This is an optimization exercise on Yosys and OpenROAD, whose aim is small area, a short achievable clock period and few clock cycles per item, not a production implementation. Only simulation tests tie the RTL to the original design; equivalence was not proved. Power figures rest on the tool's default switching activity, not on a simulated workload.

[config.mk]
export PLATFORM = sky130hd
export DESIGN_NAME = aes256_cbc_dec
export DESIGN_NICKNAME = aes256_cbc_dec
export VERILOG_FILES = /design/flow/design.v
export SDC_FILE = /design/flow/constraint.sdc
export NUM_CORES = 8
export LEC_CHECK = 0
export CAP_MARGIN = 20
export CORE_MARGIN = 2
export CORE_UTILIZATION = 40
export SLEW_MARGIN = 20
[constraint.sdc]
create_clock -name core_clock -period 12.0 [get_ports {clk}]
set_input_delay 2.4000 -clock core_clock [delete_from_list [all_inputs] [get_ports {clk}]]
set_output_delay 2.4000 -clock core_clock [all_outputs]
set_load 0.01 [all_outputs]
[design.v]
module aes_sbox (
    input  wire [7:0] a,
    output reg  [7:0] y
);
    always @(*) begin
        case (a)
            8'h00: y = 8'h63;
            8'h01: y = 8'h7c;
            8'h02: y = 8'h77;
            8'h03: y = 8'h7b;
            8'h04: y = 8'hf2;
            8'h05: y = 8'h6b;
            8'h06: y = 8'h6f;
            8'h07: y = 8'hc5;
            8'h08: y = 8'h30;
            8'h09: y = 8'h01;
            8'h0a: y = 8'h67;
            8'h0b: y = 8'h2b;
            8'h0c: y = 8'hfe;
            8'h0d: y = 8'hd7;
            8'h0e: y = 8'hab;
            8'h0f: y = 8'h76;
            8'h10: y = 8'hca;
            8'h11: y = 8'h82;
            8'h12: y = 8'hc9;
            8'h13: y = 8'h7d;
            8'h14: y = 8'hfa;
            8'h15: y = 8'h59;
            8'h16: y = 8'h47;
            8'h17: y = 8'hf0;
            8'h18: y = 8'had;
            8'h19: y = 8'hd4;
            8'h1a: y = 8'ha2;
            8'h1b: y = 8'haf;
            8'h1c: y = 8'h9c;
            8'h1d: y = 8'ha4;
            8'h1e: y = 8'h72;
            8'h1f: y = 8'hc0;
            8'h20: y = 8'hb7;
            8'h21: y = 8'hfd;
            8'h22: y = 8'h93;
            8'h23: y = 8'h26;
            8'h24: y = 8'h36;
            8'h25: y = 8'h3f;
            8'h26: y = 8'hf7;
            8'h27: y = 8'hcc;
            8'h28: y = 8'h34;
            8'h29: y = 8'ha5;
            8'h2a: y = 8'he5;
            8'h2b: y = 8'hf1;
            8'h2c: y = 8'h71;
            8'h2d: y = 8'hd8;
            8'h2e: y = 8'h31;
            8'h2f: y = 8'h15;
            8'h30: y = 8'h04;
            8'h31: y = 8'hc7;
            8'h32: y = 8'h23;
            8'h33: y = 8'hc3;
            8'h34: y = 8'h18;
            8'h35: y = 8'h96;
            8'h36: y = 8'h05;
            8'h37: y = 8'h9a;
            8'h38: y = 8'h07;
            8'h39: y = 8'h12;
            8'h3a: y = 8'h80;
            8'h3b: y = 8'he2;
            8'h3c: y = 8'heb;
            8'h3d: y = 8'h27;
            8'h3e: y = 8'hb2;
            8'h3f: y = 8'h75;
            8'h40: y = 8'h09;
            8'h41: y = 8'h83;
            8'h42: y = 8'h2c;
            8'h43: y = 8'h1a;
            8'h44: y = 8'h1b;
            8'h45: y = 8'h6e;
            8'h46: y = 8'h5a;
            8'h47: y = 8'ha0;
            8'h48: y = 8'h52;
            8'h49: y = 8'h3b;
            8'h4a: y = 8'hd6;
            8'h4b: y = 8'hb3;
            8'h4c: y = 8'h29;
            8'h4d: y = 8'he3;
            8'h4e: y = 8'h2f;
            8'h4f: y = 8'h84;
            8'h50: y = 8'h53;
            8'h51: y = 8'hd1;
            8'h52: y = 8'h00;
            8'h53: y = 8'hed;
            8'h54: y = 8'h20;
            8'h55: y = 8'hfc;
            8'h56: y = 8'hb1;
            8'h57: y = 8'h5b;
            8'h58: y = 8'h6a;
            8'h59: y = 8'hcb;
            8'h5a: y = 8'hbe;
            8'h5b: y = 8'h39;
            8'h5c: y = 8'h4a;
            8'h5d: y = 8'h4c;
            8'h5e: y = 8'h58;
            8'h5f: y = 8'hcf;
            8'h60: y = 8'hd0;
            8'h61: y = 8'hef;
            8'h62: y = 8'haa;
            8'h63: y = 8'hfb;
            8'h64: y = 8'h43;
            8'h65: y = 8'h4d;
            8'h66: y = 8'h33;
            8'h67: y = 8'h85;
            8'h68: y = 8'h45;
            8'h69: y = 8'hf9;
            8'h6a: y = 8'h02;
            8'h6b: y = 8'h7f;
            8'h6c: y = 8'h50;
            8'h6d: y = 8'h3c;
            8'h6e: y = 8'h9f;
            8'h6f: y = 8'ha8;
            8'h70: y = 8'h51;
            8'h71: y = 8'ha3;
            8'h72: y = 8'h40;
            8'h73: y = 8'h8f;
            8'h74: y = 8'h92;
            8'h75: y = 8'h9d;
            8'h76: y = 8'h38;
            8'h77: y = 8'hf5;
            8'h78: y = 8'hbc;
            8'h79: y = 8'hb6;
            8'h7a: y = 8'hda;
            8'h7b: y = 8'h21;
            8'h7c: y = 8'h10;
            8'h7d: y = 8'hff;
            8'h7e: y = 8'hf3;
            8'h7f: y = 8'hd2;
            8'h80: y = 8'hcd;
            8'h81: y = 8'h0c;
            8'h82: y = 8'h13;
            8'h83: y = 8'hec;
            8'h84: y = 8'h5f;
            8'h85: y = 8'h97;
            8'h86: y = 8'h44;
            8'h87: y = 8'h17;
            8'h88: y = 8'hc4;
            8'h89: y = 8'ha7;
            8'h8a: y = 8'h7e;
            8'h8b: y = 8'h3d;
            8'h8c: y = 8'h64;
            8'h8d: y = 8'h5d;
            8'h8e: y = 8'h19;
            8'h8f: y = 8'h73;
            8'h90: y = 8'h60;
            8'h91: y = 8'h81;
            8'h92: y = 8'h4f;
            8'h93: y = 8'hdc;
            8'h94: y = 8'h22;
            8'h95: y = 8'h2a;
            8'h96: y = 8'h90;
            8'h97: y = 8'h88;
            8'h98: y = 8'h46;
            8'h99: y = 8'hee;
            8'h9a: y = 8'hb8;
            8'h9b: y = 8'h14;
            8'h9c: y = 8'hde;
            8'h9d: y = 8'h5e;
            8'h9e: y = 8'h0b;
            8'h9f: y = 8'hdb;
            8'ha0: y = 8'he0;
            8'ha1: y = 8'h32;
            8'ha2: y = 8'h3a;
            8'ha3: y = 8'h0a;
            8'ha4: y = 8'h49;
            8'ha5: y = 8'h06;
            8'ha6: y = 8'h24;
            8'ha7: y = 8'h5c;
            8'ha8: y = 8'hc2;
            8'ha9: y = 8'hd3;
            8'haa: y = 8'hac;
            8'hab: y = 8'h62;
            8'hac: y = 8'h91;
            8'had: y = 8'h95;
            8'hae: y = 8'he4;
            8'haf: y = 8'h79;
            8'hb0: y = 8'he7;
            8'hb1: y = 8'hc8;
            8'hb2: y = 8'h37;
            8'hb3: y = 8'h6d;
            8'hb4: y = 8'h8d;
            8'hb5: y = 8'hd5;
            8'hb6: y = 8'h4e;
            8'hb7: y = 8'ha9;
            8'hb8: y = 8'h6c;
            8'hb9: y = 8'h56;
            8'hba: y = 8'hf4;
            8'hbb: y = 8'hea;
            8'hbc: y = 8'h65;
            8'hbd: y = 8'h7a;
            8'hbe: y = 8'hae;
            8'hbf: y = 8'h08;
            8'hc0: y = 8'hba;
            8'hc1: y = 8'h78;
            8'hc2: y = 8'h25;
            8'hc3: y = 8'h2e;
            8'hc4: y = 8'h1c;
            8'hc5: y = 8'ha6;
            8'hc6: y = 8'hb4;
            8'hc7: y = 8'hc6;
            8'hc8: y = 8'he8;
            8'hc9: y = 8'hdd;
            8'hca: y = 8'h74;
            8'hcb: y = 8'h1f;
            8'hcc: y = 8'h4b;
            8'hcd: y = 8'hbd;
            8'hce: y = 8'h8b;
            8'hcf: y = 8'h8a;
            8'hd0: y = 8'h70;
            8'hd1: y = 8'h3e;
            8'hd2: y = 8'hb5;
            8'hd3: y = 8'h66;
            8'hd4: y = 8'h48;
            8'hd5: y = 8'h03;
            8'hd6: y = 8'hf6;
            8'hd7: y = 8'h0e;
            8'hd8: y = 8'h61;
            8'hd9: y = 8'h35;
            8'hda: y = 8'h57;
            8'hdb: y = 8'hb9;
            8'hdc: y = 8'h86;
            8'hdd: y = 8'hc1;
            8'hde: y = 8'h1d;
            8'hdf: y = 8'h9e;
            8'he0: y = 8'he1;
            8'he1: y = 8'hf8;
            8'he2: y = 8'h98;
            8'he3: y = 8'h11;
            8'he4: y = 8'h69;
            8'he5: y = 8'hd9;
            8'he6: y = 8'h8e;
            8'he7: y = 8'h94;
            8'he8: y = 8'h9b;
            8'he9: y = 8'h1e;
            8'hea: y = 8'h87;
            8'heb: y = 8'he9;
            8'hec: y = 8'hce;
            8'hed: y = 8'h55;
            8'hee: y = 8'h28;
            8'hef: y = 8'hdf;
            8'hf0: y = 8'h8c;
            8'hf1: y = 8'ha1;
            8'hf2: y = 8'h89;
            8'hf3: y = 8'h0d;
            8'hf4: y = 8'hbf;
            8'hf5: y = 8'he6;
            8'hf6: y = 8'h42;
            8'hf7: y = 8'h68;
            8'hf8: y = 8'h41;
            8'hf9: y = 8'h99;
            8'hfa: y = 8'h2d;
            8'hfb: y = 8'h0f;
            8'hfc: y = 8'hb0;
            8'hfd: y = 8'h54;
            8'hfe: y = 8'hbb;
            8'hff: y = 8'h16;
            default: y = 8'h00;
        endcase
    end
endmodule
module aes_inv_sbox (
    input  wire [7:0] a,
    output reg  [7:0] y
);
    always @(*) begin
        case (a)
            8'h00: y = 8'h52;
            8'h01: y = 8'h09;
            8'h02: y = 8'h6a;
            8'h03: y = 8'hd5;
            8'h04: y = 8'h30;
            8'h05: y = 8'h36;
            8'h06: y = 8'ha5;
            8'h07: y = 8'h38;
            8'h08: y = 8'hbf;
            8'h09: y = 8'h40;
            8'h0a: y = 8'ha3;
            8'h0b: y = 8'h9e;
            8'h0c: y = 8'h81;
            8'h0d: y = 8'hf3;
            8'h0e: y = 8'hd7;
            8'h0f: y = 8'hfb;
            8'h10: y = 8'h7c;
            8'h11: y = 8'he3;
            8'h12: y = 8'h39;
            8'h13: y = 8'h82;
            8'h14: y = 8'h9b;
            8'h15: y = 8'h2f;
            8'h16: y = 8'hff;
            8'h17: y = 8'h87;
            8'h18: y = 8'h34;
            8'h19: y = 8'h8e;
            8'h1a: y = 8'h43;
            8'h1b: y = 8'h44;
            8'h1c: y = 8'hc4;
            8'h1d: y = 8'hde;
            8'h1e: y = 8'he9;
            8'h1f: y = 8'hcb;
            8'h20: y = 8'h54;
            8'h21: y = 8'h7b;
            8'h22: y = 8'h94;
            8'h23: y = 8'h32;
            8'h24: y = 8'ha6;
            8'h25: y = 8'hc2;
            8'h26: y = 8'h23;
            8'h27: y = 8'h3d;
            8'h28: y = 8'hee;
            8'h29: y = 8'h4c;
            8'h2a: y = 8'h95;
            8'h2b: y = 8'h0b;
            8'h2c: y = 8'h42;
            8'h2d: y = 8'hfa;
            8'h2e: y = 8'hc3;
            8'h2f: y = 8'h4e;
            8'h30: y = 8'h08;
            8'h31: y = 8'h2e;
            8'h32: y = 8'ha1;
            8'h33: y = 8'h66;
            8'h34: y = 8'h28;
            8'h35: y = 8'hd9;
            8'h36: y = 8'h24;
            8'h37: y = 8'hb2;
            8'h38: y = 8'h76;
            8'h39: y = 8'h5b;
            8'h3a: y = 8'ha2;
            8'h3b: y = 8'h49;
            8'h3c: y = 8'h6d;
            8'h3d: y = 8'h8b;
            8'h3e: y = 8'hd1;
            8'h3f: y = 8'h25;
            8'h40: y = 8'h72;
            8'h41: y = 8'hf8;
            8'h42: y = 8'hf6;
            8'h43: y = 8'h64;
            8'h44: y = 8'h86;
            8'h45: y = 8'h68;
            8'h46: y = 8'h98;
            8'h47: y = 8'h16;
            8'h48: y = 8'hd4;
            8'h49: y = 8'ha4;
            8'h4a: y = 8'h5c;
            8'h4b: y = 8'hcc;
            8'h4c: y = 8'h5d;
            8'h4d: y = 8'h65;
            8'h4e: y = 8'hb6;
            8'h4f: y = 8'h92;
            8'h50: y = 8'h6c;
            8'h51: y = 8'h70;
            8'h52: y = 8'h48;
            8'h53: y = 8'h50;
            8'h54: y = 8'hfd;
            8'h55: y = 8'hed;
            8'h56: y = 8'hb9;
            8'h57: y = 8'hda;
            8'h58: y = 8'h5e;
            8'h59: y = 8'h15;
            8'h5a: y = 8'h46;
            8'h5b: y = 8'h57;
            8'h5c: y = 8'ha7;
            8'h5d: y = 8'h8d;
            8'h5e: y = 8'h9d;
            8'h5f: y = 8'h84;
            8'h60: y = 8'h90;
            8'h61: y = 8'hd8;
            8'h62: y = 8'hab;
            8'h63: y = 8'h00;
            8'h64: y = 8'h8c;
            8'h65: y = 8'hbc;
            8'h66: y = 8'hd3;
            8'h67: y = 8'h0a;
            8'h68: y = 8'hf7;
            8'h69: y = 8'he4;
            8'h6a: y = 8'h58;
            8'h6b: y = 8'h05;
            8'h6c: y = 8'hb8;
            8'h6d: y = 8'hb3;
            8'h6e: y = 8'h45;
            8'h6f: y = 8'h06;
            8'h70: y = 8'hd0;
            8'h71: y = 8'h2c;
            8'h72: y = 8'h1e;
            8'h73: y = 8'h8f;
            8'h74: y = 8'hca;
            8'h75: y = 8'h3f;
            8'h76: y = 8'h0f;
            8'h77: y = 8'h02;
            8'h78: y = 8'hc1;
            8'h79: y = 8'haf;
            8'h7a: y = 8'hbd;
            8'h7b: y = 8'h03;
            8'h7c: y = 8'h01;
            8'h7d: y = 8'h13;
            8'h7e: y = 8'h8a;
            8'h7f: y = 8'h6b;
            8'h80: y = 8'h3a;
            8'h81: y = 8'h91;
            8'h82: y = 8'h11;
            8'h83: y = 8'h41;
            8'h84: y = 8'h4f;
            8'h85: y = 8'h67;
            8'h86: y = 8'hdc;
            8'h87: y = 8'hea;
            8'h88: y = 8'h97;
            8'h89: y = 8'hf2;
            8'h8a: y = 8'hcf;
            8'h8b: y = 8'hce;
            8'h8c: y = 8'hf0;
            8'h8d: y = 8'hb4;
            8'h8e: y = 8'he6;
            8'h8f: y = 8'h73;
            8'h90: y = 8'h96;
            8'h91: y = 8'hac;
            8'h92: y = 8'h74;
            8'h93: y = 8'h22;
            8'h94: y = 8'he7;
            8'h95: y = 8'had;
            8'h96: y = 8'h35;
            8'h97: y = 8'h85;
            8'h98: y = 8'he2;
            8'h99: y = 8'hf9;
            8'h9a: y = 8'h37;
            8'h9b: y = 8'he8;
            8'h9c: y = 8'h1c;
            8'h9d: y = 8'h75;
            8'h9e: y = 8'hdf;
            8'h9f: y = 8'h6e;
            8'ha0: y = 8'h47;
            8'ha1: y = 8'hf1;
            8'ha2: y = 8'h1a;
            8'ha3: y = 8'h71;
            8'ha4: y = 8'h1d;
            8'ha5: y = 8'h29;
            8'ha6: y = 8'hc5;
            8'ha7: y = 8'h89;
            8'ha8: y = 8'h6f;
            8'ha9: y = 8'hb7;
            8'haa: y = 8'h62;
            8'hab: y = 8'h0e;
            8'hac: y = 8'haa;
            8'had: y = 8'h18;
            8'hae: y = 8'hbe;
            8'haf: y = 8'h1b;
            8'hb0: y = 8'hfc;
            8'hb1: y = 8'h56;
            8'hb2: y = 8'h3e;
            8'hb3: y = 8'h4b;
            8'hb4: y = 8'hc6;
            8'hb5: y = 8'hd2;
            8'hb6: y = 8'h79;
            8'hb7: y = 8'h20;
            8'hb8: y = 8'h9a;
            8'hb9: y = 8'hdb;
            8'hba: y = 8'hc0;
            8'hbb: y = 8'hfe;
            8'hbc: y = 8'h78;
            8'hbd: y = 8'hcd;
            8'hbe: y = 8'h5a;
            8'hbf: y = 8'hf4;
            8'hc0: y = 8'h1f;
            8'hc1: y = 8'hdd;
            8'hc2: y = 8'ha8;
            8'hc3: y = 8'h33;
            8'hc4: y = 8'h88;
            8'hc5: y = 8'h07;
            8'hc6: y = 8'hc7;
            8'hc7: y = 8'h31;
            8'hc8: y = 8'hb1;
            8'hc9: y = 8'h12;
            8'hca: y = 8'h10;
            8'hcb: y = 8'h59;
            8'hcc: y = 8'h27;
            8'hcd: y = 8'h80;
            8'hce: y = 8'hec;
            8'hcf: y = 8'h5f;
            8'hd0: y = 8'h60;
            8'hd1: y = 8'h51;
            8'hd2: y = 8'h7f;
            8'hd3: y = 8'ha9;
            8'hd4: y = 8'h19;
            8'hd5: y = 8'hb5;
            8'hd6: y = 8'h4a;
            8'hd7: y = 8'h0d;
            8'hd8: y = 8'h2d;
            8'hd9: y = 8'he5;
            8'hda: y = 8'h7a;
            8'hdb: y = 8'h9f;
            8'hdc: y = 8'h93;
            8'hdd: y = 8'hc9;
            8'hde: y = 8'h9c;
            8'hdf: y = 8'hef;
            8'he0: y = 8'ha0;
            8'he1: y = 8'he0;
            8'he2: y = 8'h3b;
            8'he3: y = 8'h4d;
            8'he4: y = 8'hae;
            8'he5: y = 8'h2a;
            8'he6: y = 8'hf5;
            8'he7: y = 8'hb0;
            8'he8: y = 8'hc8;
            8'he9: y = 8'heb;
            8'hea: y = 8'hbb;
            8'heb: y = 8'h3c;
            8'hec: y = 8'h83;
            8'hed: y = 8'h53;
            8'hee: y = 8'h99;
            8'hef: y = 8'h61;
            8'hf0: y = 8'h17;
            8'hf1: y = 8'h2b;
            8'hf2: y = 8'h04;
            8'hf3: y = 8'h7e;
            8'hf4: y = 8'hba;
            8'hf5: y = 8'h77;
            8'hf6: y = 8'hd6;
            8'hf7: y = 8'h26;
            8'hf8: y = 8'he1;
            8'hf9: y = 8'h69;
            8'hfa: y = 8'h14;
            8'hfb: y = 8'h63;
            8'hfc: y = 8'h55;
            8'hfd: y = 8'h21;
            8'hfe: y = 8'h0c;
            8'hff: y = 8'h7d;
            default: y = 8'h00;
        endcase
    end
endmodule
module aes256_cbc_dec (
    input  wire         clk,
    input  wire         rst,           
    input  wire         key_valid,
    output wire         key_ready,
    input  wire [255:0] key,
    input  wire [127:0] iv,
    input  wire         in_valid,
    output wire         in_ready,
    input  wire [127:0] in_block,
    input  wire         in_last,
    output wire         out_valid,
    input  wire         out_ready,
    output reg  [127:0] out_block,
    output reg          out_last,
    output reg          out_pad_ok,
    output reg  [4:0]   out_pad_len
);
    localparam [2:0] S_IDLE = 3'd0,    
                     S_KEXP = 3'd1,    
                     S_WAIT = 3'd2,    
                     S_RUN  = 3'd3,    
                     S_OUT  = 3'd4;    
    reg [2:0] state;
    reg [127:0] rk [0:14];
    reg [255:0] kwin;         
    reg [5:0]   kidx;         
    reg [7:0]   rcon;
    wire [31:0] kprev = kwin[31:0];       
    wire [31:0] kold  = kwin[255:224];    
    wire [31:0] krot  = (kidx[2:0] == 3'd0) ? {kprev[23:0], kprev[31:24]} : kprev;
    wire [31:0] ksub;
    aes_sbox u_ks0 (.a(krot[31:24]), .y(ksub[31:24]));
    aes_sbox u_ks1 (.a(krot[23:16]), .y(ksub[23:16]));
    aes_sbox u_ks2 (.a(krot[15:8]),  .y(ksub[15:8]));
    aes_sbox u_ks3 (.a(krot[7:0]),   .y(ksub[7:0]));
    wire [31:0] ktemp = (kidx[2:0] == 3'd0) ? (ksub ^ {rcon, 24'h0}) :
                        (kidx[2:0] == 3'd4) ? ksub : kprev;
    wire [31:0] knew  = kold ^ ktemp;
    function [7:0] xtime;
        input [7:0] b;
        xtime = {b[6:0], 1'b0} ^ (b[7] ? 8'h1b : 8'h00);
    endfunction
    reg [127:0] st;           
    reg [127:0] ct;           
    reg [127:0] prev;         
    reg         last;         
    reg [3:0]   round;        
    wire [127:0] rk_cur = rk[round];
    wire [127:0] sr;
    genvar gr, gc;
    generate
        for (gc = 0; gc < 4; gc = gc + 1) begin : g_sr_c
            for (gr = 0; gr < 4; gr = gr + 1) begin : g_sr_r
                assign sr[127 - 8*(gr + 4*gc) -: 8] =
                       st[127 - 8*(gr + 4*((gc - gr + 4) % 4)) -: 8];
            end
        end
    endgenerate
    wire [127:0] sb;
    genvar gb;
    generate
        for (gb = 0; gb < 16; gb = gb + 1) begin : g_sb
            aes_inv_sbox u_isb (.a(sr[8*gb +: 8]), .y(sb[8*gb +: 8]));
        end
    endgenerate
    wire [127:0] ark = sb ^ rk_cur;
    wire [127:0] mc;
    generate
        for (gc = 0; gc < 4; gc = gc + 1) begin : g_mc
            wire [7:0] a0 = ark[127 - 32*gc -: 8];
            wire [7:0] a1 = ark[119 - 32*gc -: 8];
            wire [7:0] a2 = ark[111 - 32*gc -: 8];
            wire [7:0] a3 = ark[103 - 32*gc -: 8];
            inv_mix_column u_imc (.a0(a0), .a1(a1), .a2(a2), .a3(a3),
                                  .y(mc[127 - 32*gc -: 32]));
        end
    endgenerate
    wire [127:0] pt = ark ^ prev;
    wire [7:0]   pad = pt[7:0];
    reg          pad_ok;
    integer      k;
    always @(*) begin
        pad_ok = (pad != 8'd0) && (pad <= 8'd16);
        for (k = 1; k <= 16; k = k + 1)
            if (k <= pad && pt[8*(k-1) +: 8] != pad)
                pad_ok = 1'b0;
    end
    assign key_ready = (state == S_IDLE);
    assign in_ready  = (state == S_WAIT);
    assign out_valid = (state == S_OUT);
    integer j;
    always @(posedge clk) begin
        if (rst) begin
            state <= S_IDLE;
        end else begin
            case (state)
                S_IDLE: begin
                    if (key_valid) begin
                        rk[0] <= key[255:128];
                        rk[1] <= key[127:0];
                        kwin  <= key;
                        kidx  <= 6'd8;
                        rcon  <= 8'h01;
                        prev  <= iv;
                        state <= S_KEXP;
                    end
                end
                S_KEXP: begin
                    case (kidx[1:0])
                        2'd0: rk[kidx[5:2]][127:96] <= knew;
                        2'd1: rk[kidx[5:2]][95:64]  <= knew;
                        2'd2: rk[kidx[5:2]][63:32]  <= knew;
                        2'd3: rk[kidx[5:2]][31:0]   <= knew;
                    endcase
                    kwin <= {kwin[223:0], knew};
                    if (kidx[2:0] == 3'd0)
                        rcon <= xtime(rcon);
                    kidx <= kidx + 6'd1;
                    if (kidx == 6'd59)
                        state <= S_WAIT;
                end
                S_WAIT: begin
                    if (in_valid) begin
                        st    <= in_block ^ rk[14];
                        ct    <= in_block;
                        last  <= in_last;
                        round <= 4'd13;
                        state <= S_RUN;
                    end
                end
                S_RUN: begin
                    if (round == 4'd0) begin
                        out_block   <= pt;
                        out_last    <= last;
                        out_pad_ok  <= last & pad_ok;
                        out_pad_len <= (last & pad_ok) ? pad[4:0] : 5'd0;
                        prev        <= ct;
                        state       <= S_OUT;
                    end else begin
                        st    <= mc;
                        round <= round - 4'd1;
                    end
                end
                S_OUT: begin
                    if (out_ready)
                        state <= out_last ? S_IDLE : S_WAIT;
                end
                default: state <= S_IDLE;
            endcase
        end
    end
endmodule
module inv_mix_column (
    input  wire [7:0]  a0,
    input  wire [7:0]  a1,
    input  wire [7:0]  a2,
    input  wire [7:0]  a3,
    output wire [31:0] y
);
    function [7:0] xtime;
        input [7:0] b;
        xtime = {b[6:0], 1'b0} ^ (b[7] ? 8'h1b : 8'h00);
    endfunction
    wire [7:0] a0x2 = xtime(a0), a0x4 = xtime(a0x2), a0x8 = xtime(a0x4);
    wire [7:0] a1x2 = xtime(a1), a1x4 = xtime(a1x2), a1x8 = xtime(a1x4);
    wire [7:0] a2x2 = xtime(a2), a2x4 = xtime(a2x2), a2x8 = xtime(a2x4);
    wire [7:0] a3x2 = xtime(a3), a3x4 = xtime(a3x2), a3x8 = xtime(a3x4);
    wire [7:0] a0e = a0x8 ^ a0x4 ^ a0x2, a0b = a0x8 ^ a0x2 ^ a0, a0d = a0x8 ^ a0x4 ^ a0, a09 = a0x8 ^ a0;
    wire [7:0] a1e = a1x8 ^ a1x4 ^ a1x2, a1b = a1x8 ^ a1x2 ^ a1, a1d = a1x8 ^ a1x4 ^ a1, a19 = a1x8 ^ a1;
    wire [7:0] a2e = a2x8 ^ a2x4 ^ a2x2, a2b = a2x8 ^ a2x2 ^ a2, a2d = a2x8 ^ a2x4 ^ a2, a29 = a2x8 ^ a2;
    wire [7:0] a3e = a3x8 ^ a3x4 ^ a3x2, a3b = a3x8 ^ a3x2 ^ a3, a3d = a3x8 ^ a3x4 ^ a3, a39 = a3x8 ^ a3;
    assign y[31:24] = a0e ^ a1b ^ a2d ^ a39;
    assign y[23:16] = a09 ^ a1e ^ a2b ^ a3d;
    assign y[15:8]  = a0d ^ a19 ^ a2e ^ a3b;
    assign y[7:0]   = a0b ^ a1d ^ a29 ^ a3e;
endmodule
[run.sh]
#!/bin/bash
# synth_recipe.tcl (not shown) runs the flow's synth.tcl, then flattens the netlist and writes it again
# the make line also repeats each setting of config.mk as NAME=value (left out here)
make -C /OpenROAD-flow-scripts/flow DESIGN_CONFIG=/design/flow/config.mk WORK_HOME=/design/flow/orfs CLKGATE_MAP_FILE= SYNTH_SCRIPT=/design/flow/synth_recipe.tcl finish
==> metrics.md <==
| Metric | Value |
|---|---|
| Status | `finished clean` |
| RSZ-0062 raised after global routing | `no` |
| WL final | `between 1000000 and 1500000 µm` |
| Skew-Pair Late Insertion Delay | `between 1 and 1.5 ns` |
| CP Data Arrival Time | `~10 ns` |
| Worst-Margin Slew | `1.26 ns` |
| Seq/Total Area, Yosys | `44.4%` |
| Share of power burned in registers | `around a fifth` |
| Capture point of the worst reg-to-reg path | `g_sb[3].u_isb.y[4]` |
| Synth Cell Area | `between 0.15 and 0.2 mm²` |
| Worst-path clk slew | `~0.060 ns` |
| First-pass GRT wire length | `roughly 1400000 µm` |
| Synthesized flop and latch total | `2977` |
| Met2 Track Usage GR | `about 55%` |
| DIE AREA | `0.502 mm²` |
| DRC | `0` |
| Final TNS setup | `0 ns` |
| Core box area | `just under 0.5 mm²` |
| PnR Total Power | `approximately 80000 µW` |
| Wire per inst | `around 38 µm` |
| VDD IR-drop max | `about 640 µV` |
| Synth warn | `4` |
| Drt first pass iters | `11` |
| FILL cells | `about 47000` |
| Mapped Cells | `roughly 20000` |
| Met1 Use GR | `around 50%` |
| Clk buf depth | `4` |
| Psw | `roughly 41000 µW` |
| Tmin final | `between 9 and 10 ns` |
| Final Core Density | `between 40% and 50%` |
| Synth async-reset ratio | `0%` |
| Antenna violations before repair | `around 120` |
| Clock sink total | `between 2000 and 3000` |
| Total gr overflow | `0` |
| Drt via density | `~6.9` |
| Port bufs | `between 600 and 700` |
| Synth cell types | `between 100 and 150` |
| Leak Pwr | `around 0.078 µW` |
| Final setup fails | `0` |
| # rows | `around 260` |
| Routed via count | `183524` |
| Final Max Slew Viols | `0` |
| Post-synth EDFFs | `between 2000 and 3000` |
| Final hold violation count | `0` |
| CTS Buf Count | `between 300 and 400` |
| Clk pwr share | `a little over an eighth` |
| Die Wd | `roughly 710 µm` |
| Postcts setup bufs | `0` |
| Fraction of layout cells with a size suffix above 1 | `a little over a tenth` |
| Crit end category | `register` |
| Met3 Resource Use GR | `about an eighth` |
| Crit-path max FO | `33` |
| PwrDens | `approximately 360 mW/mm²` |
| Max Clk Rate | `106 MHz` |
| Cts hold-fix bufs | `0` |
| DP Cell Count | `between 20000 and 30000` |
| Worst Skew | `between 0.1 and 0.15 ns` |
| CTS tree | `yes` |
| Root buf cell | `clkbuf_16` |
| Initial Util | `about two fifths` |
| Die Span Y | `~710 µm` |
| GR peak layer | `met2` |
| Total track usage | `between 30% and 40%` |
| Gp weighted congestion | `~1.1` |
| Non-filler cells, final | `between 20000 and 30000` |
| Worst setup endpoint | `g_sb[3].u_isb.y[4]` |
| Class of the worst hold path | `register to register` |
| Largest net degree at the start of global routing | `162` |
| Primary FF master, synth | `edfxtp_1` |
| Startpoint types | `register` |
| WS Path Type | `register to register` |
| Area of the multi-input gates | `slightly above 0.1 mm²` |
| Worst Slack Setup Final | `roughly 2.5 ns` |
| Relative slew slack | `between 10% and 20%` |
| Register-to-Register Setup Slack | `between 2 and 3 ns` |
| Syn nets | `20750` |
| Vias in the first global route | `~170k` |
| Final HPWL DP | `a little over 700000 µm` |
| Io pins | `656` |
| Resized cells post-CTS | `0` |
| Initial DRC Count | `between 30000 and 40000` |
| Pint | `between 30000 and 40000 µW` |
| Synthesized area per cell | `approximately 10 µm²` |
| Synth-to-Final Area Change | `12.3%` |
| CTS H-tree depth | `5` |
| Layout Nets | `a little over 20000` |
| MaxCap Viol Count | `0` |
| R2R depth | `20` |
| Logic pwr share | `roughly two thirds` |
| Pre-CTS setup slack | `around 3.0 ns` |
| Register Area | `0.0881 mm²` |
| Final Cycle Share | `between 70% and 80%` |
| Sw Ratio | `between 50% and 60%` |
| Required time of the critical path | `12.90 ns` |
| Antenna Nets Post-Route | `0` |
==> worst max-delay path, stage by stage (launching register included) <==
cell and delay (ns):
dfxtp_4 0.77, and2_4 0.79, buf_4 0.44, a22oi_1 0.13, and3_1 0.21, a31oi_1 0.82, xnor2_2 0.39, xor2_2 0.64
xor2_1 0.33, xnor2_1 0.18, xnor2_1 0.25, o211ai_1 0.24, o21a_1 0.75, clkinv_1 0.80, ha_1 0.75, nand2_1 0.31
a21oi_1 0.22, o21bai_1 0.24, a221oi_1 0.38, o32ai_1 0.18, a211oi_1 0.42
==> how the worst min path moves through the flow <==
stage | from | end | slack, ns | cells past startpoint
floorplan | last | out_last | 0.42 | 0
global placement | last | out_last | 0.47 | 0
detailed placement | last | out_last | 0.45 | 0
CTS | ct[121] | prev[121] | 0.44 | 2
global route | ct[121] | prev[121] | 0.48 | 2
finish | ct[121] | prev[121] | 0.46 | 2
==> power groups by stage <==
stage / Clock (µW) / Sequential, µW / Combinational (µW)
finish: 10500 / 15700 / 53300
global placement: 0 / 15800 / 51400
detailed placement: 0 / 15800 / 51200
floorplan: 0 / 15300 / 33100
global route: 10900 / 15700 / 54800
CTS: 10600 / 15600 / 51500
==> state kept, by name (all words and copies together), names as in the netlist, 3 cells and up, named ones only <==
signal and flops:
rk 2048, kwin 256, ct 128, g_sb.u_isb.y 128, out_block 128, prev 128
st 128, rcon 8, kidx 6, out_pad_len 5, round 4, state 3
==> cells in the mapped netlist, drive strengths merged, types with 62 or more instances <==
library cell  count  area, µm²
nand2b          157        982
o311ai          184       1610
and2            125        782
o21ai          1282       6440
nor2           1391       5270
nor3            516       2620
mux2i           889       8930
and3             93        582
xor2            443       4290
a22oi           298       2250
xnor2           654       6430
a21oi          1326       6700
o2111ai          68        596
a31oi           320       2030
xnor3           145       3270
a211oi          332       2520
o221ai          148       1310
nor4             70        438
mux4            179       4030
nor2b            91        569
a311oi          181       1590
a221oi          198       1840
inv             120        450
nor3b            62        533
nand3           515       2590
buf             809       5240
edfxtp         2842      85300
o22ai           200       1250
mux2            308       3480
ha              392       4900
nand4            86        538
or3              87        544
o211ai          352       2640
a2111oi         113       1010
nand2          2957      11100
o31ai           105        793
clkbuf          912       3430
dfxtp           135       2700
==> through the flow <==
step                hold WS (ns)  cell area [µm²]
finish                     0.463           223000
global route               0.482           223000
CTS                        0.444           223000
detailed placement         0.452           212000
global placement           0.466           212000
floorplan                  0.420           198000
==> routing by layer <==
metal  part of all wire, %  vias to the layer above
li1                      -                    75087
met1                    38                    90544
met2                    41                    15048
met3                    14                     2789
met4                   6.9                       56
met5                 0.038                        -
==> logic make-up after synthesis <==
kind of cell,synth area share [%]
fa+ha+maj,2.49
simple gates,13.8
buf+inv,4.63
flops,44.4
mux,8.29
compound gates,19.1
xor+xnor,7.24
==> layout make-up <==
type,instances,share of cell area (%)
antenna,68,0.0764
inverter,139,0.240
multi-input combinational,15003,46.3
sequential,2977,39.5
clock inverter,206,0.950
clock buffer,402,3.94
tap,6500,3.65
timing repair buffer,1316,5.31
==> layout by cell type, fill, tap and decap left out, types with 87 or more instances in the layout <==
cell type	count
o311ai_0	158
mux2i_1	846
xor2_1	379
mux2_2	303
a311oi_1	180
xnor3_1	142
a31oi_1	311
a221oi_1	186
a211oi_1	328
xnor2_2	89
nor3_1	505
nand2b_1	157
o21ai_0	1225
nor2b_1	87
clkbuf_16	339
mux4_2	179
a2111oi_0	106
nor2_1	1308
o22ai_1	200
edfxtp_1	2842
xnor2_1	552
nand3_1	505
inv_1	91
a21oi_1	1306
o211ai_1	352
dfxtp_1	131
nand2_1	2941
ha_1	391
buf_4	631
clkdlybuf4s50_1	655
and3_1	93
a22oi_1	295
o31ai_1	104
and2_1	107
o221ai_1	138
Testbench counts, summed over its fixed seeds: cycles 41,472, blocks 2,062.

afterwards: timing with drivers on the ports:
How much do the figures lean on ideal ports? The routed layout below was timed once more, with nothing changed but the port constraints.
Step 1 assumes that a clkbuf_16 drives the clock port and a buf_2 every other input.
Step 2 also shifts input and output timing later by t, the mid clock arrival at the registers, as if the neighbouring blocks saw the same clock.
Three values: ideal, step 1, step 2; two values: the first two.
t, ns: 1.131
slack for setup (ns): 2.533 / 2.533 / 2.533
worst register clock-pin slew, ns: 0.08 / 0.08
worst data-port slew with drivers (ns): 0.35
cell pins on the clock port's net: 1
After both steps this run still meets setup and hold. For this run, drivers alone change the setup slack by 0.000 ns; drivers and shift together by 0.000 ns.
